This design comes from an exercise in tuning for small area, a short achievable clock period and few clock cycles per item on the open sky130 flow, not from production work.
Function not checked in this run: the RTL went through the layout flow alone.
Power and IR drop assume default switching activity.

**flow/config.mk**
```make
export PLATFORM = sky130hd
export DESIGN_NAME = erf_decoder
export DESIGN_NICKNAME = erf_decoder
export VERILOG_FILES = /design/flow/design.v
export SDC_FILE = /design/flow/constraint.sdc
export NUM_CORES = 4
export LEC_CHECK = 0
export CAP_MARGIN = 20
export CORE_MARGIN = 2
export CORE_UTILIZATION = 60
export CTS_BUF_LIST = sky130_fd_sc_hd__clkbuf_4 sky130_fd_sc_hd__clkbuf_8
export PLACE_DENSITY = 0.7
export SETUP_SLACK_MARGIN = 2.9
export SLEW_MARGIN = 20
```
**flow/constraint.sdc**
```tcl
create_clock -name core_clock -period 6.0 [get_ports {clk}]
set_input_delay 1.2000 -clock core_clock [delete_from_list [all_inputs] [get_ports {clk}]]
set_output_delay 1.2000 -clock core_clock [all_outputs]
set_load 0.01 [all_outputs]
```
**flow/design.v**
```verilog
module erf_decoder (
    input  wire         clk,
    input  wire         rst,
    input  wire         in_valid,
    output wire         in_ready,
    input  wire         in_vreset,
    input  wire         in_en,
    input  wire [119:0] in_pkt,
    output reg          out_valid,
    input  wire         out_ready,
    output wire         out_trigger,
    output wire [4:0]   out_err,
    output reg  [39:0]  out_ts,
    output reg  [1:0]   out_seq,
    output reg  [7:0]   out_sync,
    output reg  [15:0]  out_crc_rx,
    output wire [15:0]  out_crc_calc,
    output reg  [31:0]  out_flags_lo,
    output reg  [5:0]   out_flags_hi,
    output reg  [2:0]   out_grp_r,
    output reg  [2:0]   out_grp_s,
    output reg  [3:0]   out_pkt_err,
    output reg          out_mode,
    output reg  [4:0]   out_aux
);
    wire [15:0]  synd_in;
    wire cx0 = in_pkt[44] ^ in_pkt[92];
    wire cx1 = in_pkt[20] ^ in_pkt[91];
    wire cx2 = in_pkt[35] ^ in_pkt[86];
    wire cx3 = in_pkt[57] ^ in_pkt[118];
    wire cx4 = in_pkt[63] ^ in_pkt[111];
    wire cx5 = in_pkt[106] ^ in_pkt[119];
    wire cx6 = in_pkt[33] ^ in_pkt[64];
    wire cx7 = in_pkt[65] ^ in_pkt[113];
    wire cx8 = in_pkt[66] ^ in_pkt[94];
    wire cx9 = in_pkt[26] ^ cx0;
    wire cx10 = in_pkt[16] ^ in_pkt[22];
    wire cx11 = in_pkt[17] ^ in_pkt[23];
    wire cx12 = in_pkt[18] ^ in_pkt[24];
    wire cx13 = in_pkt[19] ^ in_pkt[25];
    wire cx14 = in_pkt[21] ^ in_pkt[27];
    wire cx15 = in_pkt[28] ^ in_pkt[72];
    wire cx16 = in_pkt[31] ^ in_pkt[105];
    wire cx17 = in_pkt[32] ^ in_pkt[107];
    wire cx18 = in_pkt[43] ^ in_pkt[62];
    wire cx19 = in_pkt[60] ^ in_pkt[70];
    wire cx20 = in_pkt[61] ^ in_pkt[71];
    wire cx21 = in_pkt[85] ^ cx4;
    wire cx22 = in_pkt[87] ^ cx1;
    wire cx23 = in_pkt[112] ^ cx2;
    wire cx24 = in_pkt[29] ^ in_pkt[89];
    wire cx25 = in_pkt[30] ^ in_pkt[90];
    wire cx26 = in_pkt[36] ^ in_pkt[88];
    wire cx27 = in_pkt[45] ^ in_pkt[46];
    wire cx28 = in_pkt[84] ^ in_pkt[110];
    wire cx29 = cx5 ^ cx17;
    wire cx30 = cx7 ^ cx8;
    wire cx31 = in_pkt[97] ^ cx3;
    wire cx32 = cx9 ^ cx14;
    wire cx33 = in_pkt[34] ^ in_pkt[58];
    wire cx34 = in_pkt[37] ^ in_pkt[47];
    wire cx35 = in_pkt[38] ^ in_pkt[48];
    wire cx36 = in_pkt[39] ^ in_pkt[49];
    wire cx37 = in_pkt[40] ^ in_pkt[50];
    wire cx38 = in_pkt[41] ^ in_pkt[103];
    wire cx39 = in_pkt[42] ^ in_pkt[98];
    wire cx40 = in_pkt[59] ^ in_pkt[69];
    wire cx41 = in_pkt[67] ^ in_pkt[95];
    wire cx42 = in_pkt[68] ^ in_pkt[96];
    wire cx43 = in_pkt[73] ^ in_pkt[100];
    wire cx44 = in_pkt[74] ^ in_pkt[101];
    wire cx45 = in_pkt[75] ^ in_pkt[99];
    wire cx46 = in_pkt[81] ^ in_pkt[116];
    wire cx47 = in_pkt[82] ^ in_pkt[117];
    wire cx48 = cx6 ^ cx12;
    wire cx49 = cx13 ^ cx16;
    wire cx50 = cx18 ^ cx28;
    wire cx51 = in_pkt[51] ^ cx15;
    wire cx52 = in_pkt[83] ^ cx24;
    wire cx53 = in_pkt[102] ^ cx10;
    wire cx54 = in_pkt[108] ^ cx27;
    wire cx55 = in_pkt[114] ^ cx26;
    wire cx56 = in_pkt[52] ^ cx29;
    wire cx57 = in_pkt[109] ^ cx21;
    wire cx58 = in_pkt[54] ^ in_pkt[115];
    wire cx59 = in_pkt[55] ^ in_pkt[104];
    wire cx60 = cx11 ^ cx19;
    wire cx61 = cx22 ^ cx23;
    wire cx62 = cx25 ^ cx60;
    wire cx63 = in_pkt[45] ^ in_pkt[79];
    wire cx64 = in_pkt[56] ^ in_pkt[93];
    wire cx65 = in_pkt[76] ^ in_pkt[110];
    wire cx66 = cx5 ^ cx39;
    wire cx67 = cx20 ^ cx34;
    wire cx68 = cx33 ^ cx42;
    wire cx69 = cx35 ^ cx43;
    wire cx70 = cx36 ^ cx44;
    wire cx71 = cx38 ^ cx58;
    wire cx72 = cx30 ^ cx51;
    wire cx73 = cx31 ^ cx50;
    wire cx74 = cx49 ^ cx52;
    wire cx75 = cx32 ^ cx56;
    wire cx76 = in_pkt[92] ^ cx37;
    wire cx77 = in_pkt[93] ^ cx41;
    wire cx78 = cx45 ^ cx53;
    wire cx79 = in_pkt[19] ^ in_pkt[77];
    wire cx80 = in_pkt[20] ^ in_pkt[77];
    wire cx81 = in_pkt[21] ^ in_pkt[115];
    wire cx82 = in_pkt[22] ^ in_pkt[59];
    wire cx83 = in_pkt[23] ^ in_pkt[37];
    wire cx84 = in_pkt[24] ^ in_pkt[29];
    wire cx85 = in_pkt[25] ^ in_pkt[30];
    wire cx86 = in_pkt[27] ^ in_pkt[35];
    wire cx87 = in_pkt[28] ^ in_pkt[48];
    wire cx88 = in_pkt[31] ^ in_pkt[75];
    wire cx89 = in_pkt[32] ^ in_pkt[74];
    wire cx90 = in_pkt[34] ^ in_pkt[57];
    wire cx91 = in_pkt[38] ^ in_pkt[71];
    wire cx92 = in_pkt[39] ^ in_pkt[80];
    wire cx93 = in_pkt[47] ^ in_pkt[53];
    wire cx94 = in_pkt[49] ^ in_pkt[86];
    wire cx95 = in_pkt[53] ^ in_pkt[78];
    wire cx96 = in_pkt[56] ^ in_pkt[99];
    wire cx97 = in_pkt[58] ^ in_pkt[63];
    wire cx98 = in_pkt[60] ^ in_pkt[88];
    wire cx99 = in_pkt[61] ^ in_pkt[94];
    wire cx100 = in_pkt[64] ^ in_pkt[76];
    wire cx101 = in_pkt[78] ^ in_pkt[89];
    wire cx102 = in_pkt[80] ^ in_pkt[101];
    wire cx103 = in_pkt[85] ^ in_pkt[119];
    wire cx104 = in_pkt[91] ^ in_pkt[108];
    wire cx105 = in_pkt[96] ^ in_pkt[105];
    wire cx106 = in_pkt[98] ^ in_pkt[111];
    wire cx107 = cx0 ^ cx59;
    wire cx108 = cx1 ^ cx46;
    wire cx109 = cx7 ^ cx11;
    wire cx110 = cx8 ^ cx46;
    wire cx111 = cx12 ^ cx39;
    wire cx112 = cx13 ^ cx25;
    wire cx113 = cx15 ^ cx20;
    wire cx114 = cx16 ^ cx47;
    wire cx115 = cx19 ^ cx65;
    wire cx116 = cx37 ^ cx99;
    wire cx117 = cx40 ^ cx47;
    wire cx118 = cx44 ^ cx82;
    wire cx119 = cx45 ^ cx90;
    wire cx120 = cx63 ^ cx64;
    wire cx121 = cx84 ^ cx91;
    wire cx122 = cx85 ^ cx92;
    wire cx123 = cx21 ^ cx55;
    wire cx124 = cx22 ^ cx71;
    wire cx125 = cx23 ^ cx54;
    wire cx126 = cx30 ^ cx77;
    wire cx127 = cx31 ^ cx49;
    wire cx128 = cx48 ^ cx50;
    wire cx129 = cx48 ^ cx53;
    wire cx130 = cx55 ^ cx67;
    wire cx131 = cx56 ^ cx57;
    wire cx132 = cx57 ^ cx74;
    wire cx133 = cx61 ^ cx123;
    wire cx134 = in_pkt[104] ^ cx88;
    wire cx135 = cx76 ^ cx134;
    wire cx136 = in_pkt[112] ^ cx104;
    wire cx137 = cx107 ^ cx136;
    wire cx138 = in_pkt[113] ^ cx6;
    wire cx139 = in_pkt[79] ^ cx66;
    wire cx140 = in_pkt[102] ^ cx122;
    wire cx141 = in_pkt[0] ^ in_pkt[16];
    wire cx142 = in_pkt[43] ^ in_pkt[51];
    wire cx143 = in_pkt[81] ^ in_pkt[106];
    wire cx144 = in_pkt[107] ^ in_pkt[115];
    wire cx145 = cx6 ^ cx33;
    wire cx146 = cx43 ^ cx93;
    wire cx147 = cx141 ^ cx142;
    wire cx148 = cx143 ^ cx144;
    wire cx149 = cx54 ^ cx115;
    wire cx150 = cx145 ^ cx146;
    wire cx151 = cx147 ^ cx148;
    wire cx152 = cx32 ^ cx126;
    wire cx153 = cx127 ^ cx149;
    wire cx154 = cx150 ^ cx151;
    wire cx155 = cx133 ^ cx152;
    wire cx156 = cx153 ^ cx154;
    wire cx157 = cx155 ^ cx156;
    assign synd_in[0] = ~cx157;
    wire cx158 = in_pkt[1] ^ in_pkt[17];
    wire cx159 = in_pkt[64] ^ in_pkt[82];
    wire cx160 = in_pkt[87] ^ in_pkt[89];
    wire cx161 = in_pkt[109] ^ in_pkt[116];
    wire cx162 = cx58 ^ cx80;
    wire cx163 = cx87 ^ cx106;
    wire cx164 = cx158 ^ cx159;
    wire cx165 = cx160 ^ cx161;
    wire cx166 = cx68 ^ cx118;
    wire cx167 = cx162 ^ cx163;
    wire cx168 = cx164 ^ cx165;
    wire cx169 = cx125 ^ cx126;
    wire cx170 = cx130 ^ cx166;
    wire cx171 = cx167 ^ cx168;
    wire cx172 = cx75 ^ cx169;
    wire cx173 = cx170 ^ cx171;
    wire cx174 = cx172 ^ cx173;
    assign synd_in[1] = ~cx174;
    wire cx175 = in_pkt[2] ^ in_pkt[18];
    wire cx176 = in_pkt[55] ^ in_pkt[70];
    wire cx177 = in_pkt[78] ^ in_pkt[90];
    wire cx178 = in_pkt[106] ^ in_pkt[117];
    wire cx179 = cx3 ^ cx18;
    wire cx180 = cx40 ^ cx83;
    wire cx181 = cx94 ^ cx100;
    wire cx182 = cx175 ^ cx176;
    wire cx183 = cx177 ^ cx178;
    wire cx184 = cx9 ^ cx51;
    wire cx185 = cx68 ^ cx69;
    wire cx186 = cx108 ^ cx179;
    wire cx187 = cx180 ^ cx181;
    wire cx188 = cx182 ^ cx183;
    wire cx189 = cx78 ^ cx184;
    wire cx190 = cx185 ^ cx186;
    wire cx191 = cx187 ^ cx188;
    wire cx192 = cx132 ^ cx189;
    wire cx193 = cx190 ^ cx191;
    wire cx194 = cx192 ^ cx193;
    assign synd_in[2] = ~cx194;
    wire cx195 = in_pkt[3] ^ in_pkt[50];
    wire cx196 = in_pkt[65] ^ in_pkt[97];
    wire cx197 = in_pkt[103] ^ in_pkt[118];
    wire cx198 = cx28 ^ cx43;
    wire cx199 = cx79 ^ cx97;
    wire cx200 = cx100 ^ cx195;
    wire cx201 = cx196 ^ cx197;
    wire cx202 = cx70 ^ cx117;
    wire cx203 = cx120 ^ cx121;
    wire cx204 = cx198 ^ cx199;
    wire cx205 = cx200 ^ cx201;
    wire cx206 = cx61 ^ cx62;
    wire cx207 = cx202 ^ cx203;
    wire cx208 = cx204 ^ cx205;
    wire cx209 = cx75 ^ cx206;
    wire cx210 = cx207 ^ cx208;
    wire cx211 = cx209 ^ cx210;
    assign synd_in[3] = ~cx211;
    wire cx212 = in_pkt[4] ^ in_pkt[77];
    wire cx213 = in_pkt[83] ^ in_pkt[93];
    wire cx214 = in_pkt[107] ^ cx3;
    wire cx215 = cx14 ^ cx19;
    wire cx216 = cx20 ^ cx26;
    wire cx217 = cx95 ^ cx103;
    wire cx218 = cx106 ^ cx212;
    wire cx219 = cx213 ^ cx22;
    wire cx220 = cx48 ^ cx54;
    wire cx221 = cx118 ^ cx214;
    wire cx222 = cx215 ^ cx216;
    wire cx223 = cx217 ^ cx218;
    wire cx224 = cx72 ^ cx135;
    wire cx225 = cx140 ^ cx219;
    wire cx226 = cx220 ^ cx221;
    wire cx227 = cx222 ^ cx223;
    wire cx228 = cx224 ^ cx225;
    wire cx229 = cx226 ^ cx227;
    wire cx230 = cx228 ^ cx229;
    assign synd_in[4] = ~cx230;
    wire cx231 = in_pkt[5] ^ in_pkt[36];
    wire cx232 = in_pkt[40] ^ in_pkt[44];
    wire cx233 = in_pkt[70] ^ in_pkt[100];
    wire cx234 = cx24 ^ cx63;
    wire cx235 = cx83 ^ cx86;
    wire cx236 = cx95 ^ cx231;
    wire cx237 = cx232 ^ cx233;
    wire cx238 = cx113 ^ cx138;
    wire cx239 = cx234 ^ cx235;
    wire cx240 = cx236 ^ cx237;
    wire cx241 = cx73 ^ cx78;
    wire cx242 = cx124 ^ cx238;
    wire cx243 = cx239 ^ cx240;
    wire cx244 = cx131 ^ cx241;
    wire cx245 = cx242 ^ cx243;
    wire cx246 = cx244 ^ cx245;
    assign synd_in[5] = ~cx246;
    wire cx247 = in_pkt[6] ^ in_pkt[16];
    wire cx248 = in_pkt[26] ^ in_pkt[113];
    wire cx249 = cx18 ^ cx34;
    wire cx250 = cx59 ^ cx86;
    wire cx251 = cx102 ^ cx247;
    wire cx252 = cx248 ^ cx51;
    wire cx253 = cx77 ^ cx110;
    wire cx254 = cx121 ^ cx249;
    wire cx255 = cx250 ^ cx251;
    wire cx256 = cx62 ^ cx124;
    wire cx257 = cx127 ^ cx139;
    wire cx258 = cx252 ^ cx253;
    wire cx259 = cx254 ^ cx255;
    wire cx260 = cx256 ^ cx257;
    wire cx261 = cx258 ^ cx259;
    wire cx262 = cx260 ^ cx261;
    assign synd_in[6] = cx262;
    wire cx263 = in_pkt[7] ^ in_pkt[17];
    wire cx264 = in_pkt[29] ^ in_pkt[43];
    wire cx265 = in_pkt[73] ^ in_pkt[94];
    wire cx266 = cx35 ^ cx41;
    wire cx267 = cx42 ^ cx59;
    wire cx268 = cx96 ^ cx97;
    wire cx269 = cx263 ^ cx264;
    wire cx270 = cx265 ^ cx55;
    wire cx271 = cx108 ^ cx111;
    wire cx272 = cx113 ^ cx114;
    wire cx273 = cx266 ^ cx267;
    wire cx274 = cx268 ^ cx269;
    wire cx275 = cx140 ^ cx270;
    wire cx276 = cx271 ^ cx272;
    wire cx277 = cx273 ^ cx274;
    wire cx278 = cx75 ^ cx275;
    wire cx279 = cx276 ^ cx277;
    wire cx280 = cx278 ^ cx279;
    assign synd_in[7] = cx280;
    wire cx281 = in_pkt[8] ^ in_pkt[18];
    wire cx282 = in_pkt[30] ^ in_pkt[40];
    wire cx283 = in_pkt[46] ^ in_pkt[62];
    wire cx284 = in_pkt[67] ^ in_pkt[103];
    wire cx285 = cx10 ^ cx34;
    wire cx286 = cx36 ^ cx89;
    wire cx287 = cx96 ^ cx281;
    wire cx288 = cx282 ^ cx283;
    wire cx289 = cx284 ^ cx52;
    wire cx290 = cx68 ^ cx115;
    wire cx291 = cx117 ^ cx285;
    wire cx292 = cx286 ^ cx287;
    wire cx293 = cx288 ^ cx72;
    wire cx294 = cx289 ^ cx290;
    wire cx295 = cx291 ^ cx292;
    wire cx296 = cx133 ^ cx293;
    wire cx297 = cx294 ^ cx295;
    wire cx298 = cx296 ^ cx297;
    assign synd_in[8] = cx298;
    wire cx299 = in_pkt[9] ^ in_pkt[41];
    wire cx300 = in_pkt[52] ^ in_pkt[66];
    wire cx301 = in_pkt[68] ^ in_pkt[84];
    wire cx302 = in_pkt[87] ^ cx4;
    wire cx303 = cx40 ^ cx41;
    wire cx304 = cx79 ^ cx81;
    wire cx305 = cx299 ^ cx300;
    wire cx306 = cx301 ^ cx23;
    wire cx307 = cx31 ^ cx52;
    wire cx308 = cx69 ^ cx138;
    wire cx309 = cx302 ^ cx303;
    wire cx310 = cx304 ^ cx305;
    wire cx311 = cx62 ^ cx130;
    wire cx312 = cx135 ^ cx306;
    wire cx313 = cx307 ^ cx308;
    wire cx314 = cx309 ^ cx310;
    wire cx315 = cx311 ^ cx312;
    wire cx316 = cx313 ^ cx314;
    wire cx317 = cx315 ^ cx316;
    assign synd_in[9] = ~cx317;
    wire cx318 = in_pkt[10] ^ in_pkt[33];
    wire cx319 = in_pkt[41] ^ in_pkt[69];
    wire cx320 = in_pkt[72] ^ in_pkt[95];
    wire cx321 = cx2 ^ cx4;
    wire cx322 = cx10 ^ cx42;
    wire cx323 = cx101 ^ cx318;
    wire cx324 = cx319 ^ cx320;
    wire cx325 = cx29 ^ cx54;
    wire cx326 = cx67 ^ cx69;
    wire cx327 = cx70 ^ cx110;
    wire cx328 = cx111 ^ cx112;
    wire cx329 = cx321 ^ cx322;
    wire cx330 = cx323 ^ cx324;
    wire cx331 = cx32 ^ cx73;
    wire cx332 = cx325 ^ cx326;
    wire cx333 = cx327 ^ cx328;
    wire cx334 = cx329 ^ cx330;
    wire cx335 = cx331 ^ cx332;
    wire cx336 = cx333 ^ cx334;
    wire cx337 = cx335 ^ cx336;
    assign synd_in[10] = cx337;
    wire cx338 = in_pkt[11] ^ in_pkt[53];
    wire cx339 = in_pkt[62] ^ in_pkt[69];
    wire cx340 = in_pkt[81] ^ in_pkt[90];
    wire cx341 = in_pkt[100] ^ in_pkt[109];
    wire cx342 = in_pkt[114] ^ cx2;
    wire cx343 = cx3 ^ cx11;
    wire cx344 = cx35 ^ cx47;
    wire cx345 = cx65 ^ cx81;
    wire cx346 = cx98 ^ cx105;
    wire cx347 = cx338 ^ cx339;
    wire cx348 = cx340 ^ cx341;
    wire cx349 = cx70 ^ cx76;
    wire cx350 = cx342 ^ cx343;
    wire cx351 = cx344 ^ cx345;
    wire cx352 = cx346 ^ cx347;
    wire cx353 = cx348 ^ cx72;
    wire cx354 = cx78 ^ cx139;
    wire cx355 = cx349 ^ cx350;
    wire cx356 = cx351 ^ cx352;
    wire cx357 = cx353 ^ cx354;
    wire cx358 = cx355 ^ cx356;
    wire cx359 = cx357 ^ cx358;
    assign synd_in[11] = cx359;
    wire cx360 = in_pkt[12] ^ in_pkt[52];
    wire cx361 = in_pkt[54] ^ in_pkt[82];
    wire cx362 = cx36 ^ cx38;
    wire cx363 = cx46 ^ cx80;
    wire cx364 = cx93 ^ cx98;
    wire cx365 = cx102 ^ cx103;
    wire cx366 = cx360 ^ cx361;
    wire cx367 = cx109 ^ cx116;
    wire cx368 = cx119 ^ cx362;
    wire cx369 = cx363 ^ cx364;
    wire cx370 = cx365 ^ cx366;
    wire cx371 = cx32 ^ cx74;
    wire cx372 = cx125 ^ cx129;
    wire cx373 = cx367 ^ cx368;
    wire cx374 = cx369 ^ cx370;
    wire cx375 = cx371 ^ cx372;
    wire cx376 = cx373 ^ cx374;
    wire cx377 = cx375 ^ cx376;
    assign synd_in[12] = cx377;
    wire cx378 = in_pkt[13] ^ in_pkt[42];
    wire cx379 = in_pkt[67] ^ in_pkt[73];
    wire cx380 = in_pkt[83] ^ in_pkt[88];
    wire cx381 = cx17 ^ cx87;
    wire cx382 = cx101 ^ cx378;
    wire cx383 = cx379 ^ cx380;
    wire cx384 = cx71 ^ cx114;
    wire cx385 = cx116 ^ cx381;
    wire cx386 = cx382 ^ cx383;
    wire cx387 = cx57 ^ cx62;
    wire cx388 = cx73 ^ cx129;
    wire cx389 = cx137 ^ cx384;
    wire cx390 = cx385 ^ cx386;
    wire cx391 = cx387 ^ cx388;
    wire cx392 = cx389 ^ cx390;
    wire cx393 = cx391 ^ cx392;
    assign synd_in[13] = ~cx393;
    wire cx394 = in_pkt[14] ^ in_pkt[51];
    wire cx395 = in_pkt[68] ^ in_pkt[90];
    wire cx396 = in_pkt[95] ^ in_pkt[116];
    wire cx397 = in_pkt[118] ^ cx20;
    wire cx398 = cx33 ^ cx38;
    wire cx399 = cx89 ^ cx94;
    wire cx400 = cx394 ^ cx395;
    wire cx401 = cx396 ^ cx66;
    wire cx402 = cx109 ^ cx120;
    wire cx403 = cx397 ^ cx398;
    wire cx404 = cx399 ^ cx400;
    wire cx405 = cx128 ^ cx137;
    wire cx406 = cx401 ^ cx402;
    wire cx407 = cx403 ^ cx404;
    wire cx408 = cx132 ^ cx405;
    wire cx409 = cx406 ^ cx407;
    wire cx410 = cx408 ^ cx409;
    assign synd_in[14] = cx410;
    wire cx411 = in_pkt[15] ^ in_pkt[42];
    wire cx412 = in_pkt[50] ^ in_pkt[72];
    wire cx413 = in_pkt[80] ^ in_pkt[104];
    wire cx414 = in_pkt[114] ^ in_pkt[117];
    wire cx415 = cx27 ^ cx40;
    wire cx416 = cx64 ^ cx105;
    wire cx417 = cx411 ^ cx412;
    wire cx418 = cx413 ^ cx414;
    wire cx419 = cx9 ^ cx30;
    wire cx420 = cx112 ^ cx119;
    wire cx421 = cx415 ^ cx416;
    wire cx422 = cx417 ^ cx418;
    wire cx423 = cx61 ^ cx128;
    wire cx424 = cx419 ^ cx420;
    wire cx425 = cx421 ^ cx422;
    wire cx426 = cx131 ^ cx423;
    wire cx427 = cx424 ^ cx425;
    wire cx428 = cx426 ^ cx427;
    assign synd_in[15] = cx428;
    wire [3:0]   synd_nz_in = {|synd_in[15:12], |synd_in[11:8], |synd_in[7:4], |synd_in[3:0]};
    wire [39:0] i_ts   = in_pkt[119:80];
    wire [1:0]  i_seq  = in_pkt[25:24];
    wire [7:0]  i_sync = in_pkt[23:16];
    wire [7:0]  b3 = in_pkt[31:24];
    wire [7:0]  b4 = in_pkt[39:32];
    wire [7:0]  b5 = in_pkt[47:40];
    wire [7:0]  b6 = in_pkt[55:48];
    wire [7:0]  b7 = in_pkt[63:56];
    wire [7:0]  b8 = in_pkt[71:64];
    wire [7:0]  b9 = in_pkt[79:72];
    wire [37:0] i_flags = {b9, b8, b7[7:1], b6[5:0], b5[7:3], b4[7:4]};
    wire [135:0] i_res = {i_ts, i_seq, i_sync, in_pkt[15:0], synd_in, i_flags,
                          b5[0], b5[1], b5[2], b6[6], b6[7], b7[0],
                          b4[3:0], b3[7], b3[6:2]};
    reg          c_seq_have;
    reg  [1:0]   c_last_seq;
    reg          c_sync_have;
    reg          c_last_sync;   
    reg  [39:0]  c_last_ts;
    reg          u_seq;    
    reg          u_sync;   
    reg          u_ts;     
    reg          r_trig;
    reg          r_seq_bad;
    reg          r_sync_rep;
    reg          r_sync_bad;
    reg          r_ts_bad;
    reg  [15:0]  r_synd;
    reg  [3:0]   r_synd_nz;
    assign out_crc_calc = r_synd ^ out_crc_rx;
    wire crc_ok = (r_synd_nz == 4'd0);
    assign out_trigger = r_trig & crc_ok;
    assign out_err     = crc_ok ? {r_ts_bad, r_sync_bad, r_sync_rep, r_seq_bad, 1'b0} : 5'h01;
    reg          c_ts_nz;
    reg          r_ts_nz;
    wire         e_seq  = u_seq  & crc_ok;
    wire         e_sync = u_sync & crc_ok;
    wire         e_ts   = u_ts   & crc_ok;
    wire         s_seq_have  = c_seq_have | e_seq;
    wire [1:0]   s_last_seq  = e_seq ? out_seq : c_last_seq;
    wire         s_sync_have = c_sync_have | e_sync;
    wire         s_last_sync = e_sync ? out_sync[0] : c_last_sync;
    wire [39:0]  s_last_ts   = e_ts ? out_ts : c_last_ts;
    wire         s_ts_nz     = e_ts ? r_ts_nz : c_ts_nz;
    assign in_ready = !out_valid || out_ready;
    wire acc     = in_valid && in_ready;
    wire acc_dec = acc && !in_vreset;
    wire clr     = rst || (acc && in_vreset);
    wire hold    = out_valid && !out_ready;
    wire ld      = !hold && in_en;
    wire tc_g0_0 = i_ts[0] & ~s_last_ts[0];
    wire tc_p0_0 = i_ts[0] | ~s_last_ts[0];
    wire tc_g1_0 = i_ts[1] & ~s_last_ts[1];
    wire tc_p1_0 = i_ts[1] | ~s_last_ts[1];
    wire tc_g2_0 = i_ts[2] & ~s_last_ts[2];
    wire tc_p2_0 = i_ts[2] | ~s_last_ts[2];
    wire tc_g3_0 = i_ts[3] & ~s_last_ts[3];
    wire tc_p3_0 = i_ts[3] | ~s_last_ts[3];
    wire tc_g4_0 = i_ts[4] & ~s_last_ts[4];
    wire tc_p4_0 = i_ts[4] | ~s_last_ts[4];
    wire tc_g5_0 = i_ts[5] & ~s_last_ts[5];
    wire tc_p5_0 = i_ts[5] | ~s_last_ts[5];
    wire tc_g6_0 = i_ts[6] & ~s_last_ts[6];
    wire tc_p6_0 = i_ts[6] | ~s_last_ts[6];
    wire tc_g7_0 = i_ts[7] & ~s_last_ts[7];
    wire tc_p7_0 = i_ts[7] | ~s_last_ts[7];
    wire tc_g8_0 = i_ts[8] & ~s_last_ts[8];
    wire tc_p8_0 = i_ts[8] | ~s_last_ts[8];
    wire tc_g9_0 = i_ts[9] & ~s_last_ts[9];
    wire tc_p9_0 = i_ts[9] | ~s_last_ts[9];
    wire tc_g10_0 = i_ts[10] & ~s_last_ts[10];
    wire tc_p10_0 = i_ts[10] | ~s_last_ts[10];
    wire tc_g11_0 = i_ts[11] & ~s_last_ts[11];
    wire tc_p11_0 = i_ts[11] | ~s_last_ts[11];
    wire tc_g12_0 = i_ts[12] & ~s_last_ts[12];
    wire tc_p12_0 = i_ts[12] | ~s_last_ts[12];
    wire tc_g13_0 = i_ts[13] & ~s_last_ts[13];
    wire tc_p13_0 = i_ts[13] | ~s_last_ts[13];
    wire tc_g14_0 = i_ts[14] & ~s_last_ts[14];
    wire tc_p14_0 = i_ts[14] | ~s_last_ts[14];
    wire tc_g15_0 = i_ts[15] & ~s_last_ts[15];
    wire tc_p15_0 = i_ts[15] | ~s_last_ts[15];
    wire tc_g16_0 = i_ts[16] & ~s_last_ts[16];
    wire tc_p16_0 = i_ts[16] | ~s_last_ts[16];
    wire tc_g17_0 = i_ts[17] & ~s_last_ts[17];
    wire tc_p17_0 = i_ts[17] | ~s_last_ts[17];
    wire tc_g18_0 = i_ts[18] & ~s_last_ts[18];
    wire tc_p18_0 = i_ts[18] | ~s_last_ts[18];
    wire tc_g19_0 = i_ts[19] & ~s_last_ts[19];
    wire tc_p19_0 = i_ts[19] | ~s_last_ts[19];
    wire tc_g20_0 = i_ts[20] & ~s_last_ts[20];
    wire tc_p20_0 = i_ts[20] | ~s_last_ts[20];
    wire tc_g21_0 = i_ts[21] & ~s_last_ts[21];
    wire tc_p21_0 = i_ts[21] | ~s_last_ts[21];
    wire tc_g22_0 = i_ts[22] & ~s_last_ts[22];
    wire tc_p22_0 = i_ts[22] | ~s_last_ts[22];
    wire tc_g23_0 = i_ts[23] & ~s_last_ts[23];
    wire tc_p23_0 = i_ts[23] | ~s_last_ts[23];
    wire tc_g24_0 = i_ts[24] & ~s_last_ts[24];
    wire tc_p24_0 = i_ts[24] | ~s_last_ts[24];
    wire tc_g25_0 = i_ts[25] & ~s_last_ts[25];
    wire tc_p25_0 = i_ts[25] | ~s_last_ts[25];
    wire tc_g26_0 = i_ts[26] & ~s_last_ts[26];
    wire tc_p26_0 = i_ts[26] | ~s_last_ts[26];
    wire tc_g27_0 = i_ts[27] & ~s_last_ts[27];
    wire tc_p27_0 = i_ts[27] | ~s_last_ts[27];
    wire tc_g28_0 = i_ts[28] & ~s_last_ts[28];
    wire tc_p28_0 = i_ts[28] | ~s_last_ts[28];
    wire tc_g29_0 = i_ts[29] & ~s_last_ts[29];
    wire tc_p29_0 = i_ts[29] | ~s_last_ts[29];
    wire tc_g30_0 = i_ts[30] & ~s_last_ts[30];
    wire tc_p30_0 = i_ts[30] | ~s_last_ts[30];
    wire tc_g31_0 = i_ts[31] & ~s_last_ts[31];
    wire tc_p31_0 = i_ts[31] | ~s_last_ts[31];
    wire tc_g32_0 = i_ts[32] & ~s_last_ts[32];
    wire tc_p32_0 = i_ts[32] | ~s_last_ts[32];
    wire tc_g33_0 = i_ts[33] & ~s_last_ts[33];
    wire tc_p33_0 = i_ts[33] | ~s_last_ts[33];
    wire tc_g34_0 = i_ts[34] & ~s_last_ts[34];
    wire tc_p34_0 = i_ts[34] | ~s_last_ts[34];
    wire tc_g35_0 = i_ts[35] & ~s_last_ts[35];
    wire tc_p35_0 = i_ts[35] | ~s_last_ts[35];
    wire tc_g36_0 = i_ts[36] & ~s_last_ts[36];
    wire tc_p36_0 = i_ts[36] | ~s_last_ts[36];
    wire tc_g37_0 = i_ts[37] & ~s_last_ts[37];
    wire tc_p37_0 = i_ts[37] | ~s_last_ts[37];
    wire tc_g38_0 = i_ts[38] & ~s_last_ts[38];
    wire tc_p38_0 = i_ts[38] | ~s_last_ts[38];
    wire tc_g39_0 = i_ts[39] & ~s_last_ts[39];
    wire tc_p39_0 = i_ts[39] | ~s_last_ts[39];
    wire tc_g0_1 = tc_g1_0 | (tc_p1_0 & tc_g0_0);
    wire tc_p0_1 = tc_p1_0 & tc_p0_0;
    wire tc_g1_1 = tc_g3_0 | (tc_p3_0 & tc_g2_0);
    wire tc_p1_1 = tc_p3_0 & tc_p2_0;
    wire tc_g2_1 = tc_g5_0 | (tc_p5_0 & tc_g4_0);
    wire tc_p2_1 = tc_p5_0 & tc_p4_0;
    wire tc_g3_1 = tc_g7_0 | (tc_p7_0 & tc_g6_0);
    wire tc_p3_1 = tc_p7_0 & tc_p6_0;
    wire tc_g4_1 = tc_g9_0 | (tc_p9_0 & tc_g8_0);
    wire tc_p4_1 = tc_p9_0 & tc_p8_0;
    wire tc_g5_1 = tc_g11_0 | (tc_p11_0 & tc_g10_0);
    wire tc_p5_1 = tc_p11_0 & tc_p10_0;
    wire tc_g6_1 = tc_g13_0 | (tc_p13_0 & tc_g12_0);
    wire tc_p6_1 = tc_p13_0 & tc_p12_0;
    wire tc_g7_1 = tc_g15_0 | (tc_p15_0 & tc_g14_0);
    wire tc_p7_1 = tc_p15_0 & tc_p14_0;
    wire tc_g8_1 = tc_g17_0 | (tc_p17_0 & tc_g16_0);
    wire tc_p8_1 = tc_p17_0 & tc_p16_0;
    wire tc_g9_1 = tc_g19_0 | (tc_p19_0 & tc_g18_0);
    wire tc_p9_1 = tc_p19_0 & tc_p18_0;
    wire tc_g10_1 = tc_g21_0 | (tc_p21_0 & tc_g20_0);
    wire tc_p10_1 = tc_p21_0 & tc_p20_0;
    wire tc_g11_1 = tc_g23_0 | (tc_p23_0 & tc_g22_0);
    wire tc_p11_1 = tc_p23_0 & tc_p22_0;
    wire tc_g12_1 = tc_g25_0 | (tc_p25_0 & tc_g24_0);
    wire tc_p12_1 = tc_p25_0 & tc_p24_0;
    wire tc_g13_1 = tc_g27_0 | (tc_p27_0 & tc_g26_0);
    wire tc_p13_1 = tc_p27_0 & tc_p26_0;
    wire tc_g14_1 = tc_g29_0 | (tc_p29_0 & tc_g28_0);
    wire tc_p14_1 = tc_p29_0 & tc_p28_0;
    wire tc_g15_1 = tc_g31_0 | (tc_p31_0 & tc_g30_0);
    wire tc_p15_1 = tc_p31_0 & tc_p30_0;
    wire tc_g16_1 = tc_g33_0 | (tc_p33_0 & tc_g32_0);
    wire tc_p16_1 = tc_p33_0 & tc_p32_0;
    wire tc_g17_1 = tc_g35_0 | (tc_p35_0 & tc_g34_0);
    wire tc_p17_1 = tc_p35_0 & tc_p34_0;
    wire tc_g18_1 = tc_g37_0 | (tc_p37_0 & tc_g36_0);
    wire tc_p18_1 = tc_p37_0 & tc_p36_0;
    wire tc_g19_1 = tc_g39_0 | (tc_p39_0 & tc_g38_0);
    wire tc_p19_1 = tc_p39_0 & tc_p38_0;
    wire tc_g0_2 = tc_g1_1 | (tc_p1_1 & tc_g0_1);
    wire tc_p0_2 = tc_p1_1 & tc_p0_1;
    wire tc_g1_2 = tc_g3_1 | (tc_p3_1 & tc_g2_1);
    wire tc_p1_2 = tc_p3_1 & tc_p2_1;
    wire tc_g2_2 = tc_g5_1 | (tc_p5_1 & tc_g4_1);
    wire tc_p2_2 = tc_p5_1 & tc_p4_1;
    wire tc_g3_2 = tc_g7_1 | (tc_p7_1 & tc_g6_1);
    wire tc_p3_2 = tc_p7_1 & tc_p6_1;
    wire tc_g4_2 = tc_g9_1 | (tc_p9_1 & tc_g8_1);
    wire tc_p4_2 = tc_p9_1 & tc_p8_1;
    wire tc_g5_2 = tc_g11_1 | (tc_p11_1 & tc_g10_1);
    wire tc_p5_2 = tc_p11_1 & tc_p10_1;
    wire tc_g6_2 = tc_g13_1 | (tc_p13_1 & tc_g12_1);
    wire tc_p6_2 = tc_p13_1 & tc_p12_1;
    wire tc_g7_2 = tc_g15_1 | (tc_p15_1 & tc_g14_1);
    wire tc_p7_2 = tc_p15_1 & tc_p14_1;
    wire tc_g8_2 = tc_g17_1 | (tc_p17_1 & tc_g16_1);
    wire tc_p8_2 = tc_p17_1 & tc_p16_1;
    wire tc_g9_2 = tc_g19_1 | (tc_p19_1 & tc_g18_1);
    wire tc_p9_2 = tc_p19_1 & tc_p18_1;
    wire tc_g0_3 = tc_g1_2 | (tc_p1_2 & tc_g0_2);
    wire tc_p0_3 = tc_p1_2 & tc_p0_2;
    wire tc_g1_3 = tc_g3_2 | (tc_p3_2 & tc_g2_2);
    wire tc_p1_3 = tc_p3_2 & tc_p2_2;
    wire tc_g2_3 = tc_g5_2 | (tc_p5_2 & tc_g4_2);
    wire tc_p2_3 = tc_p5_2 & tc_p4_2;
    wire tc_g3_3 = tc_g7_2 | (tc_p7_2 & tc_g6_2);
    wire tc_p3_3 = tc_p7_2 & tc_p6_2;
    wire tc_g4_3 = tc_g9_2 | (tc_p9_2 & tc_g8_2);
    wire tc_p4_3 = tc_p9_2 & tc_p8_2;
    wire tc_g0_4 = tc_g1_3 | (tc_p1_3 & tc_g0_3);
    wire tc_p0_4 = tc_p1_3 & tc_p0_3;
    wire tc_g1_4 = tc_g3_3 | (tc_p3_3 & tc_g2_3);
    wire tc_p1_4 = tc_p3_3 & tc_p2_3;
    wire tc_g0_5 = tc_g1_4 | (tc_p1_4 & tc_g0_4);
    wire tc_p0_5 = tc_p1_4 & tc_p0_4;
    wire tc_g0_6 = tc_g4_3 | (tc_p4_3 & tc_g0_5);
    wire ts_gt = tc_g0_6;
    wire sync_bad = !((i_sync == 8'h55) || (i_sync == 8'hAA));
    wire seq_bad_c  = c_seq_have && (i_seq != c_last_seq + 2'd1);
    wire seq_bad_o  = (i_seq != out_seq + 2'd1);
    wire seq_bad    = e_seq ? seq_bad_o : seq_bad_c;
    wire sync_rep_c = c_sync_have && (i_sync[0] == c_last_sync);
    wire sync_rep_o = (i_sync[0] == out_sync[0]);
    wire sync_rep   = e_sync ? sync_rep_o : sync_rep_c;
    wire ts_bad     = s_ts_nz && !ts_gt;
    wire [135:0] res_q = {out_ts, out_seq, out_sync, out_crc_rx, r_synd,
                          out_flags_hi, out_flags_lo, out_grp_r, out_grp_s,
                          out_pkt_err, out_mode, out_aux};
    wire [135:0] res_d = ({136{ld}} & i_res) | ({136{hold}} & res_q);
    always @(posedge clk) begin
        if (clr) begin
            c_seq_have  <= 1'b0;
            c_last_seq  <= 2'd0;
            c_sync_have <= 1'b0;
            c_last_sync <= 1'b0;
            c_last_ts   <= 40'd0;
            c_ts_nz     <= 1'b0;
        end else begin
            c_seq_have  <= s_seq_have;
            c_last_seq  <= s_last_seq;
            c_sync_have <= s_sync_have;
            c_last_sync <= s_last_sync;
            c_last_ts   <= s_last_ts;
            c_ts_nz     <= s_ts_nz;
        end
        if (rst || !acc_dec) begin
            u_seq  <= 1'b0;
            u_sync <= 1'b0;
            u_ts   <= 1'b0;
        end else begin
            u_seq  <= in_en;
            u_sync <= in_en && !sync_bad;
            u_ts   <= in_en && !sync_bad && !ts_bad;
        end
        if (rst)
            out_valid <= 1'b0;
        else if (acc)
            out_valid <= !in_vreset;
        else if (out_ready)
            out_valid <= 1'b0;
        if (!hold) begin
            r_trig     <= in_en && !sync_bad;
            r_seq_bad  <= in_en && seq_bad;
            r_sync_bad <= in_en && sync_bad;
            r_sync_rep <= in_en && !sync_bad && sync_rep;
            r_ts_bad   <= in_en && !sync_bad && ts_bad;
            r_ts_nz    <= in_en && (i_ts != 40'd0);
            r_synd_nz  <= {4{in_en}} & synd_nz_in;
        end
        {out_ts, out_seq, out_sync, out_crc_rx, r_synd,
         out_flags_hi, out_flags_lo, out_grp_r, out_grp_s,
         out_pkt_err, out_mode, out_aux} <= res_d;
    end
endmodule
```
**flow/flow/run.sh**
```bash
#!/bin/bash
# ORFS layout with these changes:
#  - synthesis maps the logic with flow/map.abc (structural choices and
#    area-recovering mapping, keeping the XOR network of the RTL) instead of
#    ORFS's delay-first ABC script; everything else in synthesis, including
#    the flip-flop mapping, is synth_recipe.tcl unchanged;
#  - the port buffers are buf_1 cells (buffer_ports otherwise picks
#    clkdlybuf4s50_1 delay cells).
set -euo pipefail
W=$(pwd)
{
  echo "proc abc {args} { set i [lsearch \$args -script]; if {\$i >= 0} { lset args [expr {\$i+1}] $W/flow/map.abc }; yosys abc {*}\$args }"
  cat synth_recipe.tcl
} > flow_synth.tcl
sed "s#SYNTH_SCRIPT=[^ ]*#SYNTH_SCRIPT=$W/flow_synth.tcl#" standard.sh > flow_standard.sh
grep -q "SYNTH_SCRIPT=$W/flow_synth.tcl" flow_standard.sh
export BUFFER_PORTS_ARGS="-buffer_cell sky130_fd_sc_hd__buf_1"
bash flow_standard.sh > standard.log 2>&1
```
**flow/flow/map.abc**
```
&get -n
&st
&dch
&nf
&put
```
**flow/standard.sh**
```bash
#!/bin/bash
# synth_recipe.tcl (not shown) runs the flow's synth.tcl, then flattens the netlist and writes it again
# the make line also repeats each setting of config.mk as NAME=value (left out here)
make -C /OpenROAD-flow-scripts/flow DESIGN_CONFIG=/design/flow/config.mk WORK_HOME=/design/flow/orfs CLKGATE_MAP_FILE= SYNTH_SCRIPT=/design/flow/synth_recipe.tcl "${@:-finish}"
```
==> notes.md <==
==> registers in the layout, summed over array words and instances (netlist names), 3 cells and up <==
register,flops
out_pkt_err,4
out_ts,40
out_aux,5
r_synd_nz,4
out_grp_s,3
c_last_ts,40
out_grp_r,3
r_synd,16
out_crc_rx,16
out_sync,8
out_flags_lo,32
out_flags_hi,6
==> cell families after synthesis <==
kind of cell / count (synthesis) / share of synthesized area
compound gates: 202 / 0.152
xor+xnor: 443 / 0.369
fa+ha+maj: 2 / 0.00187
buf+inv: 8 / 0.00280
flops: 196 / 0.375
mux: 40 / 0.0373
simple gates: 147 / 0.0616
==> through the flow <==
step / cell area (sq um) / setup WS (ns) / utilization
floorplan: 10900 / -0.0457 / -
global placement: 12200 / 1.83 / 0.701
detailed placement: 12200 / 1.98 / 0.701
CTS: 13400 / 2.84 / 0.768
global route: 13800 / 2.70 / 0.792
finish: 13800 / 2.83 / 0.792
==> Yosys cell counts, drive strengths merged (2+ instances only) <==
master	number
xnor2	324
dfxtp	186
a22o	127
xor2	113
nor2	78
mux2i	40
nand2	21
nor4	16
o21ai	14
a22oi	12
nor3	11
edfxtp	10
o22ai	9
a21oi	8
and2	8
clkinv	8
xnor3	6
a211oi	4
o211a	4
a211o	3
a31oi	3
and3	3
nand4	3
o211ai	3
o31ai	3
a21o	2
maj3	2
nand3	2
o21a	2
o22a	2
==> timing repair <==
| action | 4_1_cts | 5_1_grt |
|---|---|---|
| hold buffers | 0 | 0 |
| gates resized for setup | 108 | 71 |
| gates cloned | 5 | 2 |
| endpoints found under the setup margin | 12 | 77 |
| pin swaps | 10 | 8 |
| buffers inserted | 12 | 6 |
==> worst max-delay path, stage by stage, from the launching register on <==
cell and delay (ns):
edfxtp_1 0.43, nor4_4 0.29, buf_6 0.23, buf_12 0.17, and3_4 0.20, a211oi_2 0.04
maj3_2 0.31, a21o_1 0.18, a211o_1 0.24, a41o_1 0.25, a211oi_4 0.37, o41ai_4 0.15
o21a_1 0.20
==> per-layer routing <==
layer	wire length, um	up-vias	global-route usage	part of all wire
met5	11	-	0	0.00030
met4	1680	2	0.158	0.046
met3	2960	104	0.0648	0.081
met2	17200	494	0.614	0.47
met1	14800	4628	0.489	0.40
li1	-	4305	-	-
==> area by class of cell <==
type                            count  area share
Timing Repair Buffer              297       0.102
Tap cell                          225      0.0204
Clock buffer                       19      0.0185
Sequential cell                   196       0.292
Clock inverter                     13      0.0102
Inverter                            8     0.00245
Multi-Input combinational cell    839       0.555
==> how the worst max path moves through the flow <==
stage                            from                      to  slack (ns)  depth (start not counted)
5_1_grt                    in_pkt[99]  r_synd_nz[1]$_DFFE_PN_        2.70                          9
3_5_place_dp               in_pkt[86]  r_synd_nz[2]$_DFFE_PN_        1.98                          9
3_3_place_gp               in_pkt[16]  r_synd_nz[0]$_DFFE_PN_        1.83                          8
2_1_floorplan               out_ready      out_aux[0]$_DFF_P_       -0.05                          3
4_1_cts        r_synd_nz[2]$_DFFE_PN_              out_err[4]        2.84                          6
6_report       r_synd_nz[2]$_DFFE_PN_         u_ts$_SDFF_PP0_        2.83                         12
==> power groups by stage <==
stage	registers, uW	clock network [uW]	logic, uW
after floorplan	1570	0	1650
after global placement	1560	0	2210
after detailed placement	1560	0	2220
after CTS	1540	871	2320
after global routing	1550	924	2560
final	1540	863	2410
==> qor.yml <==
setup_path:
  arrival_ns: 3.56
  reg2reg_slack_ns: 2.83
  rr_startpoint: "r_synd_nz[2]$_DFFE_PN_"
  end_kind: "register"
  critical_path_class: "register to register"
  rr_worst_depth: 12
  critPathRequiredTime_ns: 6.39
  rr_endpoint: "u_ts$_SDFF_PP0_"
  critPathMaxFanout: 8
  start_kind: "register"
global_route:
  grt_max_degree: 87
  grt_pass1_vias: 8789
  grt_pass1_wl_um: 51700
  antenna_found_initial: 1
  gr-total-overflow: 0
  grt_util_all_layers: 0.375
power:
  p_sw_frac: 0.399
  power_frac_seq: 0.320
  ir_worst_vdd_mv: 0.224
  clockPowerShare: 0.179
  p_per_area_nw_per_um2: 349
  pwr-share-comb: 0.501
  intPower_uw: 2890
  power_leakage_uw: 0.00536
  switching_power_uw: 1920
  power_uw: 4820
synth:
  syn_area_per_cell_sq_um: 10.3
  yosysSeqAreaShare: 0.375
  yosys-top-cells-area: "dfxtp_1 35%, xnor2_1 26%, a22o_1 10%"
  yosysTopAreaCell: "dfxtp_1"
  synth.distinct_cells: 41
  syn-cell-area_sq_um: 10700
  ys_ff_latch: 196
  ys_warn_count: 1
  syn-num-nets: 1164
  synth_top_area_share: 0.347
  ys.flop_type: "dfxtp_1"
  synth_edf_count: 10
  async_reset_ff_frac: 0
  netlist_instances: 1038
final_layout:
  fin_cells: 1597
  fillers: 1195
  nets: 1485
  final_common_cell: "xnor2_1"
  register_area_sq_um: 4030
  multi_input_area_sq_um: 7650
  syn_to_final_growth_pct: 28.6
  final_cell_mix: "278 x xnor2_1, 227 x buf_1, 185 x dfxtp_1, 127 x a22o_1, 93 x xor2_1"
  drive_gt1_frac: 0.156
  insertedDiodeCount: 0
timing:
  fin_setup_tns_ns: 0
  layout_min_cycle_time_ns: 3.17
  rsz0062_at_grt: "yes"
  fmax_ghz: 0.315
  period_share: 0.528
  hold_viol: 0
  skew_ns: 0.0198
  setup_viol: 0
  slew_headroom: 0.392
  drv_slew: 0
  whs_ns: 0.472
  worstMarginPinSlew_ns: 0.912
routing:
  via_per_inst: 5.97
  drcViolationCount: 0
  ant_nets: 0
  drt_wl_total_um: 36600
  wl_per_cell_um: 22.9
  via_count: 9533
  dr.pass1.iters: 8
  drt_iter0_drc: 826
min_path:
  min_to: "r_synd[1]$_DFF_P_"
  whs_path_depth: 2
  hp-start: "r_synd[1]$_DFF_P_"
  hp-class: "register to register"
placed_design:
  routabilityCongestion: 1.06
  place_hpwl_um: 26500
  dp.cells: 1540
  portBuffers: 269
floorplan:
  fp.dieH_um: 138
  die_x_um: 138
  fp.coreArea_sq_um: 17400
  initial_core_util: 0.616
  dieArea_sq_um: 19000
  rows: 48
  ios: 270
outcome:
  status: "timing/DRC/antenna clean"
cts:
  clock_sinks: 196
  clk_path_buf_depth: 2
  worstSkewPairLatency_ns: 0.50
  root_buffer: "clkbuf_8"
  h-tree-depth: 4
  cts_inserted_buffers: 17
  clkTransAtPathRegs_ns: 0.11
  tritoncts: "yes"
job:
  cap_violations: 0

## static timing again, ports no longer ideal
No port has a modelled driver above. Below, the same layout with a new extraction and two added sets of constraints.
Step 1 assumes that a clkbuf_16 drives the clock port and a buf_2 every other input.
Step 2 moves the port delays by t, midway between the first and last clock arrival at a register: inputs arrive t later, outputs are due t later. That takes back most of the time a late clock gives input paths.
Three values: no drivers, after step 1, after step 2; two values: the first two.
shift t [ns]: 0.534
setup WS [ns]: 2.830 / 2.793 / 2.341
worst hold slack (ns): 0.472 / 0.472 / 0.472
clock arrival spread, ns: 0.020 / 0.020
slew at the worst register clock pin (ns): 0.12 / 0.12
After both steps this run still meets setup and hold. For this run, drivers alone change the setup slack by -0.037 ns; drivers and shift together by -0.489 ns.
